What follows belongs to an exercise in optimizing a design on an open flow for small area, a short achievable clock period and few clock cycles per item; a production flow would make more cautious choices. The RTL was checked by simulation tests, not by an equivalence proof against the original design.

==> flow/design.v <==
module fp32_mul (
    input  wire [31:0] a,
    input  wire [31:0] b,
    output reg  [31:0] y
);
    wire        sa = a[31], sb = b[31];
    wire [7:0]  ea = a[30:23], eb = b[30:23];
    wire [22:0] fa = a[22:0],  fb = b[22:0];
    wire        sy = sa ^ sb;
    wire a_nan  = (ea == 8'hFF) && (fa != 0);
    wire b_nan  = (eb == 8'hFF) && (fb != 0);
    wire a_inf  = (ea == 8'hFF) && (fa == 0);
    wire b_inf  = (eb == 8'hFF) && (fb == 0);
    wire a_zero = (ea == 8'h00) && (fa == 0);
    wire b_zero = (eb == 8'h00) && (fb == 0);
    wire [23:0] ma = {ea != 0, fa};
    wire [23:0] mb = {eb != 0, fb};
    wire [9:0]  xa = (ea == 0) ? 10'd1 : {2'b00, ea};
    wire [9:0]  xb = (eb == 0) ? 10'd1 : {2'b00, eb};
    wire [47:0] prod = ma * mb;
    reg [5:0] lz;
    integer i;
    always @(*) begin
        lz = 6'd47;
        for (i = 0; i < 48; i = i + 1)
            if (prod[i]) lz = 6'd47 - i[5:0];
    end
    wire [47:0] pn = prod << lz;                        
    wire signed [11:0] e = $signed({2'b00, xa}) + $signed({2'b00, xb}) - 12'sd126
                           - $signed({6'b0, lz});
    wire signed [11:0] dsh = 12'sd1 - e;
    reg  [47:0] sh;
    reg         lost;
    always @(*) begin
        if (e >= 1) begin
            sh   = pn;
            lost = 1'b0;
        end else if (dsh >= 48) begin
            sh   = 48'd0;
            lost = |pn;
        end else begin
            sh   = pn >> dsh[5:0];
            lost = |(pn & ~({48{1'b1}} << dsh[5:0]));
        end
    end
    wire [7:0]  ef    = (e >= 1) ? e[7:0] : 8'd0;
    wire [22:0] mant  = sh[46:24];
    wire        guard = sh[23];
    wire        stick = (|sh[22:0]) | lost;
    wire        inc   = guard & (stick | mant[0]);
    wire [30:0] rnd   = {ef, mant} + {30'd0, inc};
    always @(*) begin
        if (a_nan || b_nan || (a_inf && b_zero) || (b_inf && a_zero))
            y = 32'h7FC00000;
        else if (a_inf || b_inf)
            y = {sy, 8'hFF, 23'd0};
        else if (a_zero || b_zero)
            y = {sy, 31'd0};
        else if (e >= 255)
            y = {sy, 8'hFF, 23'd0};
        else
            y = {sy, rnd};
    end
endmodule
module fp32_add (
    input  wire [31:0] a,
    input  wire [31:0] b,
    output reg  [31:0] y
);
    wire a_nan = (a[30:23] == 8'hFF) && (a[22:0] != 0);
    wire b_nan = (b[30:23] == 8'hFF) && (b[22:0] != 0);
    wire a_inf = (a[30:23] == 8'hFF) && (a[22:0] == 0);
    wire b_inf = (b[30:23] == 8'hFF) && (b[22:0] == 0);
    wire        swap = b[30:0] > a[30:0];
    wire [31:0] p = swap ? b : a;
    wire [31:0] q = swap ? a : b;
    wire [7:0]  ep = (p[30:23] == 0) ? 8'd1 : p[30:23];
    wire [7:0]  eq = (q[30:23] == 0) ? 8'd1 : q[30:23];
    wire [26:0] mp = {p[30:23] != 0, p[22:0], 3'b000};
    wire [26:0] mq = {q[30:23] != 0, q[22:0], 3'b000};
    wire [7:0]  d  = ep - eq;
    wire        sub = p[31] ^ q[31];
    reg [26:0] mqa;
    always @(*) begin
        if (d >= 27)
            mqa = {26'd0, |mq};
        else
            mqa = (mq >> d[4:0]) | {26'd0, |(mq & ~({27{1'b1}} << d[4:0]))};
    end
    wire [27:0] s = sub ? ({1'b0, mp} - {1'b0, mqa}) : ({1'b0, mp} + {1'b0, mqa});
    reg [4:0] lz;
    integer i;
    always @(*) begin
        lz = 5'd27;
        for (i = 0; i < 27; i = i + 1)
            if (s[i]) lz = 5'd26 - i[4:0];
    end
    reg [26:0] n;
    reg [8:0]  en;
    always @(*) begin
        if (s[27]) begin
            n  = {s[27:2], s[1] | s[0]};
            en = {1'b0, ep} + 9'd1;
        end else if ({4'd0, lz} < ep) begin
            n  = s[26:0] << lz;
            en = {1'b0, ep} - {4'd0, lz};
        end else begin
            n  = s[26:0] << (ep - 8'd1);
            en = 9'd0;
        end
    end
    wire [22:0] mant  = n[25:3];
    wire        guard = n[2];
    wire        stick = n[1] | n[0];
    wire        inc   = guard & (stick | mant[0]);
    wire [7:0]  ef    = (en != 0 && n[26]) ? en[7:0] : 8'd0;
    wire [30:0] rnd   = {ef, mant} + {30'd0, inc};
    always @(*) begin
        if (a_nan || b_nan || (a_inf && b_inf && (a[31] != b[31])))
            y = 32'h7FC00000;
        else if (a_inf)
            y = a;
        else if (b_inf)
            y = b;
        else if (s == 0)
            y = {a[31] & b[31], 31'd0};
        else if (en >= 255)
            y = {p[31], 8'hFF, 23'd0};
        else
            y = {p[31], rnd};
    end
endmodule
module fir_engine (
    input  wire        clk,
    input  wire        rst,         
    input  wire        in_valid,
    output wire        in_ready,
    input  wire [1:0]  in_op,       
    input  wire [2:0]  in_addr,     
    input  wire [31:0] in_re,
    input  wire [31:0] in_im,
    output reg         out_valid,
    input  wire        out_ready,
    output reg  [31:0] out_re,
    output reg  [31:0] out_im
);
    localparam OP_SAMPLE = 2'd0, OP_TAP = 2'd1, OP_CFG_R = 2'd2, OP_CFG_C = 2'd3;
    localparam NT = 8;
    reg [31:0] tap_re [0:NT-1];
    reg [31:0] tap_im [0:NT-1];
    reg [31:0] dl_re  [0:NT-1];
    reg [31:0] dl_im  [0:NT-1];
    reg [2:0]  nm1;             
    reg        cplx;
    reg [2:0]  cur;             
    reg        busy;
    reg [2:0]  widx;            
    reg [2:0]  tidx;            
    reg [2:0]  step;            
    reg [31:0] t0, t1;          
    wire [31:0] hr = tap_re[tidx];
    wire [31:0] hi = tap_im[tidx];
    wire [31:0] wr = dl_re[widx];
    wire [31:0] wi = dl_im[widx];
    reg  [31:0] ma, mb;
    always @(*) begin
        case (step)
            3'd0:    begin ma = hr; mb = wr; end
            3'd1:    begin ma = hi; mb = wi; end
            3'd4:    begin ma = hr; mb = wi; end
            default: begin ma = hi; mb = wr; end
        endcase
        if (!cplx && step == 3'd2) begin ma = hr; mb = wi; end
    end
    wire [31:0] prod;
    fp32_mul u_mul (.a(ma), .b(mb), .y(prod));
    reg  [31:0] aa, ab;
    always @(*) begin
        if (cplx) begin
            case (step)
                3'd2:    begin aa = t0;     ab = {~t1[31], t1[30:0]}; end
                3'd3:    begin aa = out_re; ab = t0; end
                3'd6:    begin aa = t0;     ab = t1; end
                default: begin aa = out_im; ab = t0; end
            endcase
        end else begin
            if (step == 3'd1) begin aa = out_re; ab = t0; end
            else              begin aa = out_im; ab = t0; end
        end
    end
    wire [31:0] sum;
    fp32_add u_add (.a(aa), .b(ab), .y(sum));
    wire last_step = cplx ? (step == 3'd7) : (step == 3'd3);
    assign in_ready = !busy && !out_valid;
    wire [2:0] cur_next = (cur == nm1) ? 3'd0 : cur + 3'd1;
    integer k;
    always @(posedge clk) begin
        if (rst) begin
            busy      <= 1'b0;
            out_valid <= 1'b0;
            nm1       <= 3'd0;
            cplx      <= 1'b0;
            cur       <= 3'd0;
        end else begin
            if (out_valid && out_ready)
                out_valid <= 1'b0;
            if (in_valid && in_ready) begin
                case (in_op)
                    OP_SAMPLE: begin
                        dl_re[cur] <= in_re;
                        dl_im[cur] <= in_im;
                        cur    <= cur_next;
                        widx   <= cur_next;
                        tidx   <= nm1;
                        step   <= 3'd0;
                        out_re <= 32'h0;
                        out_im <= 32'h0;
                        busy   <= 1'b1;
                    end
                    OP_TAP: begin
                        tap_re[in_addr] <= in_re;
                        tap_im[in_addr] <= in_im;
                    end
                    default: begin
                        nm1  <= in_addr;
                        cplx <= (in_op == OP_CFG_C);
                        cur  <= 3'd0;
                        for (k = 0; k < NT; k = k + 1) begin
                            dl_re[k] <= 32'h0;
                            dl_im[k] <= 32'h0;
                        end
                    end
                endcase
            end
            if (busy) begin
                if (cplx) begin
                    case (step)
                        3'd0, 3'd4: t0 <= prod;
                        3'd1, 3'd5: t1 <= prod;
                        3'd2, 3'd6: t0 <= sum;
                        3'd3:       out_re <= sum;
                        default:    out_im <= sum;
                    endcase
                end else begin
                    case (step)
                        3'd0, 3'd2: t0 <= prod;
                        3'd1:       out_re <= sum;
                        default:    out_im <= sum;
                    endcase
                end
                if (last_step) begin
                    step <= 3'd0;
                    widx <= (widx == nm1) ? 3'd0 : widx + 3'd1;
                    tidx <= tidx - 3'd1;
                    if (tidx == 3'd0) begin
                        busy      <= 1'b0;
                        out_valid <= 1'b1;
                    end
                end else begin
                    step <= step + 3'd1;
                end
            end
        end
    end
endmodule
==> flow/run.sh <==
#!/bin/bash
# synth_recipe.tcl (not shown) runs the flow's synth.tcl, then flattens the netlist and writes it again
# the make line also repeats each setting of config.mk as NAME=value (left out here)
make -C /OpenROAD-flow-scripts/flow DESIGN_CONFIG=/design/flow/config.mk WORK_HOME=/design/flow/orfs CLKGATE_MAP_FILE= SYNTH_SCRIPT=/design/flow/synth_recipe.tcl finish
==> flow/config.mk <==
export PLATFORM = sky130hd
export DESIGN_NAME = fir_engine
export DESIGN_NICKNAME = fir_engine
export VERILOG_FILES = /design/flow/design.v
export SDC_FILE = /design/flow/constraint.sdc
export NUM_CORES = 4
export LEC_CHECK = 0
export CAP_MARGIN = 20
export CORE_MARGIN = 2
export CORE_UTILIZATION = 30
export PLACE_DENSITY = 0.4
export SLEW_MARGIN = 20
==> flow/constraint.sdc <==
create_clock -name core_clock -period 22.0 [get_ports {clk}]
set_input_delay 4.4000 -clock core_clock [delete_from_list [all_inputs] [get_ports {clk}]]
set_output_delay 4.4000 -clock core_clock [all_outputs]
set_load 0.01 [all_outputs]
==> results.toml <==
[run_status]
status = "complete, no violations"

[drt]
detailedRoute.firstIterationViolations = 8502
drt_drc_violations_left = 0
avgRoutedWirePerCell_um = 29.3
detail_route.vias_per_cell = 5.81
firstDrtPassIters = 8
wirelength_um = 416000
detailroute.via_count = 82600
ant_nets = 0

[global_routing]
grt_antenna_before_repair = 32
grt_overflow = 0
grt_first_pass_wirelength_um = 601000
grt_max_degree = 205
groute.layer.met2.usage_pct = 41.1
grt_use_total_pct = 25.7
busiest_layer = "met2"
groute.layer.met3.usage_pct = 3.50
grt_use_met1_pct = 36.7
first_global_vias = 81100

[layout]
layout.cells.most_common_list = "nand2_1, a21oi_1, edfxtp_1"
fillers = 31900
area.sequential_um2 = 30100
layout.core_utilization_pct = 33.8
layout_cell_share_with_drive_strength_beyond_1_pct = 11.7
multi_input_area_um2 = 58200
layout.cells.most_common = "nand2_1"
fin_nets = 10800
areaGrowthSynthToFinish_pct = 11.9

[setup_path]
setup.worst_path.start_class = "register"
end_kind = "register"
reg2reg_path_depth = 54
worst_ep_required_time_ns = 22.54
cpMostUsedCell = "fa_1"
crit_path_max_incr_delay_ns = 0.95
worst-path-max-fanout = 43
path_class = "reg2reg"
critPathArrivalTime_ns = 20.56
timing.critical_path.slowest_stage_cell = "mux4_2"

[hold_path]
hold_path.class = "reg2reg"
timing.hold.worst_path_depth = 2

[timing]
final_hold_viols = 0
maxSlewViolCount = 0
rsz0062_at_grt = "false"
fin_hold_ws_ns = 0.450
timing.final.ws_setup_ns = 1.98
relSlewSlack_pct = 12.5
totalNegativeSetupSlack_ns = 0
timing.final.crit_share_pct = 91.0
setup_violations = 0
clock-skew-final_ns = 0.0952
layout_min_cycle_time_ns = 20.02
timing.fmax_mhz = 49.9
slew_at_the_pin_with_the_worst_max_slew_slack_ns = 1.31

[clock_tree]
cts-root-buf = "clkbuf_16"
cts_post_setup_buffers_inserted = 0
ctsResizeCount = 0
number_of_hold_repair_buffers_added_at_the_cts_stage = 0
clock_sink_count = 1176
clk_transition_reported_paths_ns = 0.06
tritoncts_clock_tree = "done"
ctsHtreeMaxLevel = 4
cts_buffer_depth = 4
cts-buffers-inserted = 143
insertion_delay_ns = 0.87

[placed_design]
preCtsSetupSlack_ns = 2.22
io_buffer_count = 138
detailedPlacementHpwl_um = 302000
gp_congestion = 0.955

[synth]
seq_area_frac_synth_pct = 32.2
ys_seq_elements = 1176
postSynth.topFlopCell = "edfxtp_1"
synth.lib_cells_used.distinct = 135
synth_nets = 10900
mappedNetlistArea_um2 = 93200
avg_synthesized_cell_area_um2 = 9.25
synthCells = 10100
asyncSetResetFlopFracSynth_pct = 0
yosys_warnings = 3
synth_enable_flop_cells = 649

[floorplanning]
floorplan.die.height_um = 561
dieArea_um2 = 315000
io_pins = 139
floorplan.rows = 204
die_w_um = 561
floorplan.core_area_um2 = 309000
start_util_pct = 30.2

[run]
timing.max_cap.violations = 0
[worst paths after layout]
path,startpoint,endpoint,slack [ns]
worst max-delay path,step[0],t0[30],1.98
worst max register to register,step[0],t0[30],1.98
worst min register to register,dl_im[7][9],dl_im[7][9],0.45
worst min-delay path,dl_im[7][9],dl_im[7][9],0.45
[worst max-delay path: cells and delay by family (launching register included)]
kind	cells	cell delay [ns]
AND/OR/NAND/NOR	18	7.45
adder cells (fa/ha/maj)	12	4.92
AO/OA/AOI/OAI	13	3.75
buffers and inverters	7	1.46
multiplexers	2	1.21
flip-flops	1	0.45
XOR/XNOR	2	0.36
[sequential cells by signal (all words and copies together) (netlist names), 3 cells and up, named ones only]
register,count
out_re,32
widx,3
out_im,32
tap_im,256
nm1,3
dl_re,256
cur,3
dl_im,256
t1,32
tidx,3
tap_re,256
step,3
t0,32
[stage by stage]
stage	cells	cell area, µm²
2_1_floorplan	10100	93200
3_3_place_gp	13900	99600
3_5_place_dp	13900	99600
4_1_cts	14200	104000
5_1_grt	14200	104000
6_report	14200	104000
[layout make-up]
type | count | area share, %
Antenna cell | 8 | 0.0192
Timing Repair Buffer | 494 | 4.03
Clock inverter | 54 | 0.566
Tap cell | 4120 | 4.94
Sequential cell | 1176 | 28.8
Inverter | 537 | 1.94
Clock buffer | 201 | 3.84
Multi-Input combinational cell | 7614 | 55.8
[cell families (layout without fill, tap and decap cells)]
| group | Yosys count | count (layout) | synth area share (%) |
|---|---|---|---|
| adders and majority gates | 794 | 794 | 14.6 |
| DFF | 1176 | 1176 | 32.2 |
| muxes | 564 | 564 | 11.0 |
| other | 0 | 8 | 0 |
| buffers and inverters | 1280 | 1286 | 5.65 |
| and+or+nand+nor | 3659 | 3659 | 17.6 |
| xor gates and xnor gates | 118 | 118 | 1.15 |
| AOI/OAI and AO/OA | 2479 | 2479 | 17.8 |
[layer usage]
| metal | vias to the layer above | share of wire, % |
|---|---|---|
| met1 | 42300 | 45 |
| met3 | 540 | 6.6 |
| met2 | 3348 | 46 |
| met4 | 14 | 2.3 |
| li1 | 36400 | - |
| met5 | - | 0.024 |
[cells in the mapped netlist (79+ instances only)]
library cell / n / area, µm²
clkbuf_1: 508 / 1910
a22oi_1: 79 / 593
ha_1: 304 / 3800
o21ai_0: 268 / 1340
buf_1: 79 / 297
nor2_1: 490 / 1840
o211ai_1: 124 / 931
mux4_2: 361 / 8130
edfxtp_1: 649 / 19500
mux2i_1: 152 / 1520
a21oi_1: 937 / 4690
a211oi_1: 121 / 908
inv_1: 523 / 1960
nand2_1: 2011 / 7550
dfxtp_1: 527 / 10600
fa_1: 487 / 9750
nand3_1: 255 / 1280
nor3_1: 210 / 1050
and2_1: 186 / 1160
Testbench counts, summed over its fixed seeds: cycles 57,822, items 1,536.

re-timing with driven ports:
The flow's constraints put no driver on any port. The routed layout listed below was extracted and timed again, unchanged, in two steps. Step 1, drivers: a clkbuf_16 drives clk and a buf_2 each remaining input, both assumed. Step 2 adds t to the input delays and takes it off the output delays; t is the mean of the earliest and latest rising clock arrival at the registers after step 1. Input paths then give back, and output paths get back, about the clock's delay inside the block. Slacks: ideal ports / drivers / drivers and shift; pairs: ideal ports / drivers.
t, ns: 0.914
setup WS [ns]: 1.979 / 1.979 / 1.979
cell pins on the clock port's net: 1
After both steps this run still meets setup and hold. For this run, drivers alone change the setup slack by 0.000 ns; drivers and shift together by 0.000 ns.
